What follows belongs to an exercise in optimizing a design on an open flow for small area, a short achievable clock period and few clock cycles; a production flow would make more cautious choices.
The RTL was checked by simulation tests, not by an equivalence proof against the original design.
No activity file was given, so power comes from the tool's default toggle rates.

==> flow/design.v <==
module py8bit_core (
    input  wire        clk,
    input  wire        rst,          
    input  wire        host_we,
    input  wire [7:0]  host_addr,
    input  wire [7:0]  host_wdata,
    output reg  [7:0]  host_rdata,   
    input  wire [2:0]  reg_sel,
    output reg  [7:0]  reg_rdata,    
    output wire [7:0]  pc,
    output wire [3:0]  flags,        
    output wire        halted
);
    localparam OP_NOP   = 4'd0;
    localparam OP_LOAD  = 4'd1;
    localparam OP_STORE = 4'd2;
    localparam OP_MOV   = 4'd3;
    localparam OP_ADD   = 4'd4;
    localparam OP_SUB   = 4'd5;
    localparam OP_AND   = 4'd6;
    localparam OP_OR    = 4'd7;
    localparam OP_XOR   = 4'd8;
    localparam OP_NOT   = 4'd9;
    localparam OP_SHL   = 4'd10;
    localparam OP_SHR   = 4'd11;
    localparam OP_JMP   = 4'd12;
    localparam OP_JZ    = 4'd13;
    localparam OP_JNZ   = 4'd14;
    localparam OP_HALT  = 4'd15;
    reg [7:0]  mem_e [0:127];    
    reg [7:0]  mem_o [0:127];    
    reg [7:0]  regs [0:7];
    reg [7:0]  pc_q;             
    reg [6:0]  eidx_q;           
    reg        eok_q;            
    reg [15:0] ir_q;             
    reg        xv_q;             
    reg        halted_q;
    reg        flag_z, flag_c, flag_n, flag_v;
    wire [3:0] opcode = ir_q[15:12];
    wire [3:0] rd     = ir_q[11:8];
    wire [3:0] rs1    = ir_q[7:4];
    wire [3:0] rs2    = ir_q[3:0];
    wire [7:0] addr   = ir_q[7:0];
    wire x_load  = xv_q && (opcode == OP_LOAD);
    wire x_store = xv_q && (opcode == OP_STORE);
    wire is_alu  = (opcode >= OP_ADD) && (opcode <= OP_SHR);
    wire x_alu   = xv_q && is_alu;
    wire [7:0] val_rs1 = rs1[3] ? 8'h00 : regs[rs1[2:0]];
    wire [7:0] val_rs2 = rs2[3] ? 8'h00 : regs[rs2[2:0]];
    wire [7:0] val_rd  = rd[3]  ? 8'h00 : regs[rd[2:0]];
    wire       byte_rd = halted_q || x_load;
    wire [7:0] baddr   = halted_q ? host_addr : addr;
    wire [6:0] e_row   = byte_rd ? baddr[7:1] : eidx_q;
    wire [6:0] o_row   = byte_rd ? baddr[7:1] : pc_q[7:1];
    wire [7:0] e_out   = mem_e[e_row];
    wire [7:0] o_out   = mem_o[o_row];
    wire [7:0] rbyte   = baddr[0] ? o_out : e_out;
    wire [15:0] fword  = pc_q[0] ? {e_out, o_out} : {o_out, e_out};
    reg [7:0] alu_y;
    reg       alu_c, alu_v;
    reg [8:0] sum;
    always @(*) begin
        sum   = 9'd0;
        alu_y = val_rs1;
        alu_c = 1'b0;
        alu_v = 1'b0;
        case (opcode)
            OP_ADD: begin
                sum   = {1'b0, val_rs1} + {1'b0, val_rs2};
                alu_y = sum[7:0];
                alu_c = sum[8];
                alu_v = (val_rs1[7] == val_rs2[7]) && (sum[7] != val_rs1[7]);
            end
            OP_SUB: begin
                sum   = {1'b0, val_rs1} + {1'b0, ~val_rs2} + 9'd1;
                alu_y = sum[7:0];
                alu_c = ~sum[8];
                alu_v = (val_rs1[7] != val_rs2[7]) && (sum[7] != val_rs1[7]);
            end
            OP_AND: alu_y = val_rs1 & val_rs2;
            OP_OR:  alu_y = val_rs1 | val_rs2;
            OP_XOR: alu_y = val_rs1 ^ val_rs2;
            OP_NOT: alu_y = ~val_rs1;
            OP_SHL: begin
                alu_y = {val_rs1[6:0], 1'b0};
                alu_c = val_rs1[7];
            end
            OP_SHR: begin
                alu_y = {1'b0, val_rs1[7:1]};
                alu_c = val_rs1[0];
            end
            default: ;
        endcase
    end
    wire alu_zero = (alu_y == 8'h00);
    wire z_fwd = x_alu ? alu_zero : flag_z;
    wire [7:0] pc_plus1 = pc_q + 8'd1;
    wire store_hit = x_store && ((addr == pc_q) || (addr == pc_plus1));
    wire eok       = eok_q || !pc_q[0];
    wire f_ok      = !x_load && eok && !store_hit;
    wire [3:0] f_op = fword[15:12];
    wire f_taken = (f_op == OP_JMP) ||
                   ((f_op == OP_JZ)  &&  z_fwd) ||
                   ((f_op == OP_JNZ) && !z_fwd);
    wire f_halt  = (f_op == OP_HALT);
    wire f_xv    = (f_op >= OP_LOAD) && (f_op <= OP_SHR);
    always @(posedge clk) begin
        if (rst) begin
            pc_q     <= 8'h00;
            eidx_q   <= 7'd0;
            eok_q    <= 1'b1;
            xv_q     <= 1'b0;
            halted_q <= 1'b0;
        end else if (!halted_q) begin
            if (f_ok) begin
                ir_q <= fword;
                if (f_halt) begin
                    halted_q <= 1'b1;
                    xv_q     <= 1'b0;
                end else begin
                    xv_q <= f_xv;
                    if (f_taken) begin
                        pc_q   <= fword[7:0];
                        eidx_q <= fword[7:1];
                        eok_q  <= !fword[0];
                    end else begin
                        pc_q   <= pc_q + 8'd2;
                        eidx_q <= eidx_q + 7'd1;
                    end
                end
            end else begin
                xv_q <= 1'b0;
                if (!eok) begin
                    eidx_q <= eidx_q + 7'd1;
                    eok_q  <= 1'b1;
                end
            end
        end
    end
    wire reg_we = (x_alu || x_load || (xv_q && opcode == OP_MOV)) && !rd[3];
    wire [7:0] reg_wdata = x_load ? rbyte : alu_y;
    always @(posedge clk) begin
        if (!rst && !halted_q) begin
            if (reg_we)
                regs[rd[2:0]] <= reg_wdata;
            if (x_alu) begin
                flag_z <= alu_zero;
                flag_c <= alu_c;
                flag_n <= alu_y[7];
                flag_v <= alu_v;
            end
        end
    end
    wire       st_we = x_store && !rst && !halted_q;
    wire       m_we  = host_we || st_we;
    wire [7:0] m_wa  = host_we ? host_addr : addr;
    wire [7:0] m_wd  = host_we ? host_wdata : val_rd;
    always @(posedge clk) begin
        if (m_we && !m_wa[0])
            mem_e[m_wa[7:1]] <= m_wd;
        if (m_we && m_wa[0])
            mem_o[m_wa[7:1]] <= m_wd;
    end
    always @(posedge clk) begin
        host_rdata <= rbyte;
        reg_rdata  <= regs[reg_sel];
    end
    assign pc         = pc_q;
    assign flags      = {flag_z, flag_c, flag_n, flag_v};
    assign halted     = halted_q;
endmodule
==> flow/run.sh <==
#!/bin/bash
# synth_recipe.tcl (not shown) runs the flow's synth.tcl, then flattens the netlist and writes it again
# the make line also repeats each setting of config.mk as NAME=value (left out here)
make -C /OpenROAD-flow-scripts/flow DESIGN_CONFIG=/design/flow/config.mk WORK_HOME=/design/flow/orfs CLKGATE_MAP_FILE= SYNTH_SCRIPT=/design/flow/synth_recipe.tcl finish
==> flow/config.mk <==
export PLATFORM = sky130hd
export DESIGN_NAME = py8bit_core
export DESIGN_NICKNAME = py8bit_core
export VERILOG_FILES = /design/flow/design.v
export SDC_FILE = /design/flow/constraint.sdc
export NUM_CORES = 4
export LEC_CHECK = 0
export CAP_MARGIN = 20
export CORE_MARGIN = 2
export CORE_UTILIZATION = 40
export SLEW_MARGIN = 20
==> flow/constraint.sdc <==
create_clock -name core_clock -period 8.0 [get_ports {clk}]
set_input_delay 1.6000 -clock core_clock [delete_from_list [all_inputs] [get_ports {clk}]]
set_output_delay 1.6000 -clock core_clock [all_outputs]
set_load 0.01 [all_outputs]
==> impl_results.md, run 1 <==
- Run status: timing/DRC/antenna clean
- Area leader, netlist: edfxtp_1
- # H-tree levels: 4
- Tightest Pin Transition: 1.44 ns
- Post-Syn Nets: 6512
- Arrival @ worst endpoint: 8.11 ns
- CTS sink cnt: 2175
- Type of the worst min-delay path: flop to flop
- Final hold viol count: 0
- Synth top cells by count: edfxtp_1, nand2_1, nor2_1
- Fill cells: 20000
- Num ports: 51
- Post-CTS setup buffer count: 0
- Syn-to-layout area delta: 12.1%
- Post-synthesis sequential area ratio: 0.703
- Number of global-route vias before repair: 56900
- Starting Density: 0.402
- Placed Area: 96600 um2
- Sequential Power Share: 0.373
- Pin count of the biggest net entering global routing: 217
- Post-synth cell types: 102
- Maximum VDD drop: 0.306 mV
- Design area: 104000 um2
- CTS root buf: clkbuf_16
- Crit Path Max Fanout: 53
- DR WL/cell: 30.2 um
- Pwr Density: 365 nW/um2
- WP data required: 8.80 ns
- Post-synthesis cell count: 6458
- RSZ-0062 raised after global routing: no
- Post-DRT Antenna Nets: 0
- Ys async rst share: 0
- CP peak stage delay: 0.88 ns
- Worst-path cell chain: and4b_4 -> o21ai_4 -> nand2_4 -> buf_12 -> buf_12 -> a2111oi_0 -> nor4_1 -> and3_1 -> nor4_1 -> a22oi_1 -> buf_4 -> mux2i_1 -> nor2_1 -> a31oi_1 -> nand2_1 -> o2bb2ai_1
- DR DRC count: 0
- CTS max path bufs: 3
- Final Setup Violations: 0
- Synth top area share: 0.693
- Die Y-Extent: 485 um
- Core area: 230000 um2
- HPWL after DPL: 182000 um
- Share of post-route cells with drive strength above 1: 0.124
- Port buffer count: 50
- Lkg Pwr: 34.0 nW
- Hold depth: 2
- Total GRT Usage: 0.243
- Row count: 176
- Final GP Congestion: 0.907
- TritonCTS clock tree: done
- Clock power frac: 0.265
- Initial drt markers: 8216
- Final min period: 7.31 ns
- First-pass GRT wire length: 418000 um
- Prevailing post-synth register cell: edfxtp_1
- Worst-path clk slew: 0.06 ns
- Multi-input gate area: 25300 um2
- Drt pass-1 iters: 6
- Die W: 485 um
- Final global-route overflow total: 0
- Count leader, synth: edfxtp_1
- Skew-Pair Late Insertion Delay: 0.89 ns
- Via count: 59500
- Max Fclk: 137 MHz
- Post-synth EDFFs: 2132
- Area taken by flip-flops and latches: 64900 um2
- Comb power frac: 0.363
- TritonCTS Buffers: 218
- Worst hold margin: 0.502 ns
- Synth top area cells: edfxtp_1, mux4_2, nand2_1, a211oi_1, mux2i_1
- Final nets: 6517
- Initial antenna violation count: 15
- Synthesis Warnings: 1
- Syn Std Cell Area: 92400 um2
- Clock skew: 0.0603 ns
- NetSw: 14.3 mW
- Type of origin of the critical path: flop
- Rel. slew slack: 0.0382
- Reg2Reg Depth: 16
- Fin. max-slew vios: 0
- Syn Area/Cell: 14.3 um2
- Int Power: 23.5 mW
- Period utilization: 0.913
- CTS Hold Bufs: 0
- CP max stage cell: edfxtp_1
- Die footprint: 235000 um2
- Resized cells post-CTS: 0
- Max cap viols: 0
- Sw Share: 0.378
- Vias/cell: 6.15
- CP endpoint kind: flop
- WL final: 293000 um
- Count of state elements after synthesis: 2175
- Setup CP Type: flop to flop
[placed cells by master (no fill, tap or decap), drive strengths merged, types with 54 or more instances in the layout]
| cell | synthesis | final |
|---|---|---|
| clkbuf | 204 | 272 |
| edfxtp | 2132 | 2132 |
| a211oi | 300 | 300 |
| nand2 | 1071 | 1071 |
| clkinv | 1 | 106 |
| o21ai | 76 | 76 |
| a21oi | 105 | 105 |
| a311oi | 115 | 115 |
| mux2i | 182 | 182 |
| buf | 269 | 209 |
| a31oi | 103 | 103 |
| inv | 60 | 65 |
| nand3 | 326 | 326 |
| and3 | 253 | 253 |
| o211ai | 54 | 54 |
| nor3 | 55 | 55 |
| mux4 | 191 | 191 |
| nor2 | 361 | 361 |
[path summary, 6_finish.rpt]
kind | start | to | slack, ns
setup / recovery | ir_q[13] | eidx_q[6] | 0.69
hold / removal | eok_q | eok_q | 0.50
setup reg to reg | ir_q[13] | eidx_q[6] | 0.69
hold reg to reg | eok_q | eok_q | 0.50
[state kept, by name, indices dropped and copies added, names as in the netlist, 7 cells and up, named ones only]
signal / flops
pc_q: 8
host_rdata: 8
mem_o: 1024
regs: 64
ir_q: 16
reg_rdata: 8
mem_e: 1024
eidx_q: 7
[power by group through the flow]
stage / clock network [mW] / logic, mW / registers [mW]
after CTS: 10.1 / 13.5 / 14.1
after global placement: 0 / 13.3 / 14.3
after global routing: 10.5 / 14.4 / 14.1
after detailed placement: 0 / 13.4 / 14.3
after floorplan: 0 / 8.35 / 14.5
final: 10.0 / 13.7 / 14.1
[cell families after synthesis]
kind of cell	Yosys count	share of synthesized area
AND/OR/NAND/NOR	2266	0.111
flip-flops	2175	0.703
AO/OA/AOI/OAI	1027	0.0823
buffers and inverters	534	0.0273
multiplexers	405	0.0704
adder cells (fa/ha/maj)	32	0.00450
XOR/XNOR	19	0.00180
[critical path, delay by kind of cell, from the launching register on]
family                 cells  cell delay (ns)
AO/OA/AOI/OAI              5             2.76
buffers and inverters      3             0.90
flip-flops                 1             0.88
multiplexers               1             0.18
AND/OR/NAND/NOR            7             2.38
[area by class of cell]
type / count / share of cell area
Antenna cell: 7 / 0.000169
Clock buffer: 272 / 0.0552
Clock inverter: 130 / 0.0115
Inverter: 61 / 0.00221
Multi-Input combinational cell: 3749 / 0.244
Sequential cell: 2175 / 0.626
Tap cell: 3026 / 0.0366
Timing Repair Buffer: 258 / 0.0238
[layer usage]
| metal | vias up | track usage | share of wire |
|---|---|---|---|
| met2 | 3396 | 0.370 | 0.45 |
| met1 | 30400 | 0.334 | 0.40 |
| met3 | 601 | 0.0561 | 0.10 |
| li1 | 25100 | - | - |
| met5 | - | 0 | 0 |
| met4 | 0 | 0.104 | 0.046 |
[through the flow]
step	setup TNS, ns	setup slack [ns]	std cells	util	total power, mW
5_1_grt	0	0.487	9678	0.451	39.1
6_report	0	0.693	9678	0.451	37.8
3_3_place_gp	0	0.408	9268	0.421	27.6
2_1_floorplan	-4445.39	-2.17	6458	-	22.9
4_1_cts	0	0.890	9670	0.451	37.6
3_5_place_dp	0	0.338	9268	0.421	27.7
Testbench counts, summed over its fixed seeds: cycles 67,100.
==> inputs of run 2 (changes only) <==
--- a/flow/design.v
+++ b/flow/design.v
@@ -33,6 +33,7 @@
     reg [7:0]  pc_q;             
     reg [6:0]  eidx_q;           
     reg        eok_q;            
+    reg [6:0]  erow_q, orow_q;   
     reg [15:0] ir_q;             
     reg        xv_q;             
     reg        halted_q;
@@ -49,13 +50,22 @@
     wire [7:0] val_rs1 = rs1[3] ? 8'h00 : regs[rs1[2:0]];
     wire [7:0] val_rs2 = rs2[3] ? 8'h00 : regs[rs2[2:0]];
     wire [7:0] val_rd  = rd[3]  ? 8'h00 : regs[rd[2:0]];
-    wire       byte_rd = halted_q || x_load;
-    wire [7:0] baddr   = halted_q ? host_addr : addr;
-    wire [6:0] e_row   = byte_rd ? baddr[7:1] : eidx_q;
-    wire [6:0] o_row   = byte_rd ? baddr[7:1] : pc_q[7:1];
-    wire [7:0] e_out   = mem_e[e_row];
-    wire [7:0] o_out   = mem_o[o_row];
-    wire [7:0] rbyte   = baddr[0] ? o_out : e_out;
+    wire [6:0] e_row   = halted_q ? host_addr[7:1] : erow_q;
+    wire [6:0] o_row   = halted_q ? host_addr[7:1] : orow_q;
+    wire [127:0] e_hot = 128'd1 << e_row;
+    wire [127:0] o_hot = 128'd1 << o_row;
+    reg  [7:0] e_out, o_out;
+    integer i;
+    always @(*) begin
+        e_out = 8'h00;
+        o_out = 8'h00;
+        for (i = 0; i < 128; i = i + 1) begin
+            e_out = e_out | (mem_e[i] & {8{e_hot[i]}});
+            o_out = o_out | (mem_o[i] & {8{o_hot[i]}});
+        end
+    end
+    wire       bsel    = halted_q ? host_addr[0] : addr[0];
+    wire [7:0] rbyte   = bsel ? o_out : e_out;
     wire [15:0] fword  = pc_q[0] ? {e_out, o_out} : {o_out, e_out};
     reg [7:0] alu_y;
     reg       alu_c, alu_v;
@@ -94,7 +104,21 @@
         endcase
     end
     wire alu_zero = (alu_y == 8'h00);
-    wire z_fwd = x_alu ? alu_zero : flag_z;
+    reg zq;
+    always @(*) begin
+        case (opcode)
+            OP_ADD:  zq = ((val_rs1 ^ val_rs2) == {val_rs1[6:0] | val_rs2[6:0], 1'b0});
+            OP_SUB:  zq = (val_rs1 == val_rs2);
+            OP_AND:  zq = ((val_rs1 & val_rs2) == 8'h00);
+            OP_OR:   zq = ((val_rs1 | val_rs2) == 8'h00);
+            OP_XOR:  zq = (val_rs1 == val_rs2);
+            OP_NOT:  zq = (val_rs1 == 8'hFF);
+            OP_SHL:  zq = (val_rs1[6:0] == 7'h00);
+            OP_SHR:  zq = (val_rs1[7:1] == 7'h00);
+            default: zq = (val_rs1 == 8'h00);
+        endcase
+    end
+    wire z_fwd = x_alu ? zq : flag_z;
     wire [7:0] pc_plus1 = pc_q + 8'd1;
     wire store_hit = x_store && ((addr == pc_q) || (addr == pc_plus1));
     wire eok       = eok_q || !pc_q[0];
@@ -105,37 +129,39 @@
                    ((f_op == OP_JNZ) && !z_fwd);
     wire f_halt  = (f_op == OP_HALT);
     wire f_xv    = (f_op >= OP_LOAD) && (f_op <= OP_SHR);
+    wire f_load = (f_op == OP_LOAD);
+    wire       nf_jump = f_ok && !f_halt && f_taken;
+    wire       nf_seq  = f_ok && !f_halt && !f_taken;
+    wire [7:0] npc     = nf_jump ? fword[7:0] : nf_seq ? pc_q + 8'd2 : pc_q;
+    wire [6:0] neidx   = nf_jump ? fword[7:1] :
+                         (nf_seq || !eok) ? eidx_q + 7'd1 : eidx_q;
     always @(posedge clk) begin
         if (rst) begin
             pc_q     <= 8'h00;
             eidx_q   <= 7'd0;
             eok_q    <= 1'b1;
+            erow_q   <= 7'd0;
+            orow_q   <= 7'd0;
             xv_q     <= 1'b0;
             halted_q <= 1'b0;
         end else if (!halted_q) begin
-            if (f_ok) begin
+            pc_q   <= npc;
+            eidx_q <= neidx;
+            if (nf_jump)
+                eok_q <= !fword[0];
+            else if (!eok)
+                eok_q <= 1'b1;
+            if (f_ok && f_load) begin
+                erow_q <= fword[7:1];
+                orow_q <= fword[7:1];
+            end else begin
+                erow_q <= neidx;
+                orow_q <= npc[7:1];
+            end
+            if (f_ok)
                 ir_q <= fword;
-                if (f_halt) begin
-                    halted_q <= 1'b1;
-                    xv_q     <= 1'b0;
-                end else begin
-                    xv_q <= f_xv;
-                    if (f_taken) begin
-                        pc_q   <= fword[7:0];
-                        eidx_q <= fword[7:1];
-                        eok_q  <= !fword[0];
-                    end else begin
-                        pc_q   <= pc_q + 8'd2;
-                        eidx_q <= eidx_q + 7'd1;
-                    end
-                end
-            end else begin
-                xv_q <= 1'b0;
-                if (!eok) begin
-                    eidx_q <= eidx_q + 7'd1;
-                    eok_q  <= 1'b1;
-                end
-            end
+            xv_q     <= f_ok && !f_halt && f_xv;
+            halted_q <= f_ok && f_halt;
         end
     end
     wire reg_we = (x_alu || x_load || (xv_q && opcode == OP_MOV)) && !rd[3];
--- a/flow/config.mk
+++ b/flow/config.mk
@@ -5,7 +5,9 @@
 export SDC_FILE = /design/flow/constraint.sdc
 export NUM_CORES = 4
 export LEC_CHECK = 0
+export ABC_CLOCK_PERIOD_IN_PS = 4000
 export CAP_MARGIN = 20
 export CORE_MARGIN = 2
 export CORE_UTILIZATION = 40
+export SETUP_SLACK_MARGIN = 3.5
 export SLEW_MARGIN = 20
==> run 2 against run 1 <==
Still clean on timing, DRC and antenna; worst hold slack improved by 0.014 ns; register-to-register slack improved by 1.7 ns; sequential share of layout area decreased by 5.0 points; synthesized area decreased by 3.2%; routed wire length increased by 70%; combinational power increased by about 10%; synthesized cell count decreased by 10%; power increased by 6.5%; first-iteration DRC count increased by 97%; non-clock buffer count increased by 889; largest power group is now combinational logic.
==> impl_results.md, run 2 <==
- Initial drt markers: 16200 (+97%)
- Row count: 173 (-1.7%)
- Tot Pwr: 40.3 mW (+6.5%)
- Synth top area cells: edfxtp_1, a22oi_1, a221oi_1, nor2_1, nand2_1
- Run status: timing/DRC/antenna clean
- Initial antenna violation count: 50 (+35)
- Via count: 72500 (+22%)
- Total GRT Usage: 0.423 (+0.180)
- Skew-Pair Late Insertion Delay: 0.95 ns (+0.06 ns)
- Final nets: 6856 (+5.2%)
- Final global-route overflow total: 0 (unchanged)
- Port buffer count: 50 (unchanged)
- Post-Syn Nets: 5848 (-10%)
- CP peak stage delay: 0.88 ns (about the same)
- Die footprint: 227000 um2 (-3.1%)
- Starting Density: 0.402 (about the same)
- Number of global-route vias before repair: 64800 (+14%)
- Final hold viol count: 0 (unchanged)
- Fin Setup TNS: 0 ns (unchanged)
- Worst hold margin: 0.517 ns (+0.0144 ns)
- Sequential Power Share: 0.357 (-0.016)
- Placed Area: 99400 um2 (+2.9%)
- Comb power frac: 0.374 (+0.011)
- Design area: 113000 um2 (+9.2%)
- Tightest Pin Transition: 1.32 ns (-0.118 ns)
- DR DRC count: 0 (unchanged)
- Sw Share: 0.377 (-0.00144)
- Crit Path Max Fanout: 28 (-47%)
- # H-tree levels: 4 (unchanged)
- NetSw: 15.2 mW (+6.1%)
- CP endpoint kind: flop
- Core area: 222000 um2 (-3.2%)
- WP buf/inv: 8 (+5)
- Fill cells: 18700 (-6.6%)
- CTS sink cnt: 2189 (+0.64%)
- Post-synthesis sequential area ratio: 0.729 (+0.0260)
- Vias/cell: 7.24 (+18%)
- Max cap viols: 0 (unchanged)
- DR WL/cell: 49.6 um (+64%)
- Syn-to-layout area delta: 26.4%
- CTS root buf: clkbuf_16
- Final Setup Violations: 0 (unchanged)
- Fin util: 0.509 (+0.0576)
- Post-synthesis cell count: 5794 (-10%)
- HPWL after DPL: 342000 um (+88%)
- RSZ-0062 raised after global routing: yes
- Ys async rst share: 0 (unchanged)
- Syn Area/Cell: 15.4 um2 (+7.9%)
- First-pass GRT wire length: 636000 um (+52%)
- Multi-input gate area: 25800 um2 (+2.1%)
- Post-synth EDFFs: 2132 (unchanged)
- Arrival @ worst endpoint: 6.45 ns (-1.66 ns)
- Period utilization: 0.707 (-0.207)
- TritonCTS Buffers: 228 (+4.6%)
- Area taken by flip-flops and latches: 65200 um2 (+0.47%)
- Setup CP Type: flop to flop
- WP data required: 8.79 ns (about the same)
- CTS Hold Bufs: 0 (unchanged)
- Die Y-Extent: 477 um (-1.6%)
- Critical path depth: 20 (+4)
- CP max stage cell: a222oi_1
- Max Fclk: 177 MHz (+29%)
- Prevailing post-synth register cell: edfxtp_1
- Maximum VDD drop: 0.241 mV (-21%)
- Final min period: 5.65 ns (-1.65 ns)
- Type of origin of the critical path: flop
- Share of post-route cells with drive strength above 1: 0.310 (+0.186)
- Lkg Pwr: 37.7 nW (+11%)
- Pwr Density: 356 nW/um2 (-2.5%)
- CTS max path bufs: 3 (unchanged)
- Cell mode on critical path: buf_4
- Hold depth: 2 (unchanged)
- Clock skew: 0.0529 ns (-0.00742 ns)
- WL final: 496000 um (+70%)
- Worst-path clk slew: 0.07 ns (about the same)
- Post-DRT Antenna Nets: 0 (unchanged)
- Count of state elements after synthesis: 2189 (+0.64%)
- Synth top cells by count: edfxtp_1, nor2_1, nand2_1
- TritonCTS clock tree: done
- Area leader, netlist: edfxtp_1
- Reg2Reg Depth: 20 (+4)
- Synth top area share: 0.716 (+0.0226)
- Rel. slew slack: 0.114 (+0.0759)
- Commonest non-fill, non-tap cell in the layout: edfxtp_1
- Drt pass-1 iters: 12 (+6)
- Synthesis Warnings: 1 (unchanged)
- Die W: 477 um (-1.6%)
- Post-synth cell types: 92 (-9.8%)
- Type of the worst min-delay path: flop to flop
- Pin count of the biggest net entering global routing: 168 (-23%)
- Top delay family on crit path: simple AND/OR/NAND/NOR gates
- Syn Std Cell Area: 89400 um2 (-3.2%)
- Final GP Congestion: 1.08 (+19%)
- Worst-path cell chain: buf_4 -> buf_12 -> nand3b_1 -> nand2_1 -> nand2_1 -> nor3_2 -> a222oi_1 -> and4b_1 -> and3b_2 -> buf_4 -> a221oi_4 -> a222oi_1 -> buf_4 -> o21ai_4 -> buf_6 -> buf_12 -> buf_6 -> buf_4 -> nand3_1 -> or3b_1
- Count leader, synth: edfxtp_1
- Num ports: 51 (unchanged)
- Fin. max-slew vios: 0 (unchanged)
- Most frequent cells in the layout: edfxtp_1, buf_4, nand2_1
- Clock power frac: 0.269 (+0.004)
- Int Power: 25.1 mW (+6.7%)
==> run 2: changes by cell type in the layout (fill, tap and decap cells not counted), sizes merged, moves of 106 or more <==
cell	previous run	this run
a22oi	28	271
a221oi	9	173
nand4	45	165
and3	253	63
a311oi	115	3
a32oi	15	140
a222oi	0	106
a211oi	300	25
nand3	326	180
a22o	5	136
nand2	1071	337
buf	209	1091
mux4	191	53
==> run 2: timing repair <==
item | CTS | global route
cloned | 15 | 3
endpoints found under the hold margin | 0 | 0
pin swaps | 112 | 75
buffers inserted | 199 | 78
endpoints found under the setup margin | 390 | 351
gates resized for setup | 563 | 192
==> run 2: power groups by stage <==
stage / registers, mW / clock network (mW) / logic [mW]
global route: 14.4 / 11.2 / 15.0
finish: 14.4 / 10.9 / 15.1
floorplan: 14.4 / 0 / 5.42
CTS: 14.3 / 10.8 / 13.7
detailed placement: 14.6 / 0 / 11.7
global placement: 14.6 / 0 / 11.6
==> run 2: cells by family (layout without fill, tap and decap cells) <==
family | Yosys count | count (layout) | synth area share
adder cells (fa/ha/maj) | 32 | 32 | 0.00464
AO/OA/AOI/OAI | 1374 | 1375 | 0.123
XOR/XNOR | 25 | 25 | 0.00245
multiplexers | 215 | 215 | 0.0325
other | 0 | 43 | 0
AND/OR/NAND/NOR | 1543 | 1544 | 0.0901
flip-flops | 2189 | 2189 | 0.729
buffers and inverters | 416 | 1608 | 0.0188
==> run 2: final timing paths <==
kind	start	to	slack (ns)
hold / removal	ir_q[8]	flop	0.52
setup / recovery	halted_q	eidx_q[4]	2.35
hold reg to reg	ir_q[8]	flop	0.52
setup reg to reg	halted_q	eidx_q[4]	2.35
==> run 2: layer usage <==
metal,global-route usage,wire [um]
met1,0.550,179000
met2,0.565,194000
met4,0.231,36200
met3,0.216,86400
met5,0.00903,531
==> run 2: tightest hold or removal path: cells and delay by family (launching register included) <==
family,cells,cell delay (ns)
flip-flops,1,0.37
AND/OR/NAND/NOR,2,0.13
==> run 2: final cells by class <==
cell class                 count  share of cell area
sequential                  2189               0.577
multi-input combinational   3191               0.228
timing repair buffer        1147              0.0938
clock buffer                 264              0.0520
tap                         2975              0.0329
clock inverter               152              0.0138
inverter                      44             0.00153
antenna                       43            0.000952
timing repair inverter         1           0.0000664
==> run 2: per-stage QoR <==
stage | worst slack (ns) | instances
global route | 2.39 | 9972
finish | 2.35 | 10000
global placement | -0.159 | 9244
detailed placement | -0.107 | 9247
floorplan | 2.38 | 5794
CTS | 2.60 | 9877
Testbench counts of run 2, summed over its fixed seeds: cycles 67,100.

-- separate check: timing with driven ports --
Ports are ideal in the flow. The routed layouts listed here were re-timed in OpenROAD.
Step 1: set_driving_cell puts a clkbuf_16 on clk and a buf_2 on each other input, an assumption about the parent block.
Step 2 times the ports against the registers' clock, not the clock port: input delays grow and output delays shrink by t, the midpoint of the rising clock arrivals with the driver on.
Slacks: ideal / step 1 / step 2; pairs: ideal / step 1.
run	t, ns	slack for setup (ns)	worst hold slack (ns)	worst slew at a driven data input, ns	pins driven straight from the clock port
run 1	0.965	0.693 / 0.693 / -0.013	0.502 / 0.502 / 0.502	0.29	1
run 2	1.019	2.345 / 2.287 / 1.268	0.517 / 0.517 / 0.517	0.39	1
With both steps, setup timing fails in run 1, where it was met with ideal ports. For run 2, which loses most, drivers alone change the setup slack by -0.058 ns; drivers and shift together by -1.077 ns.
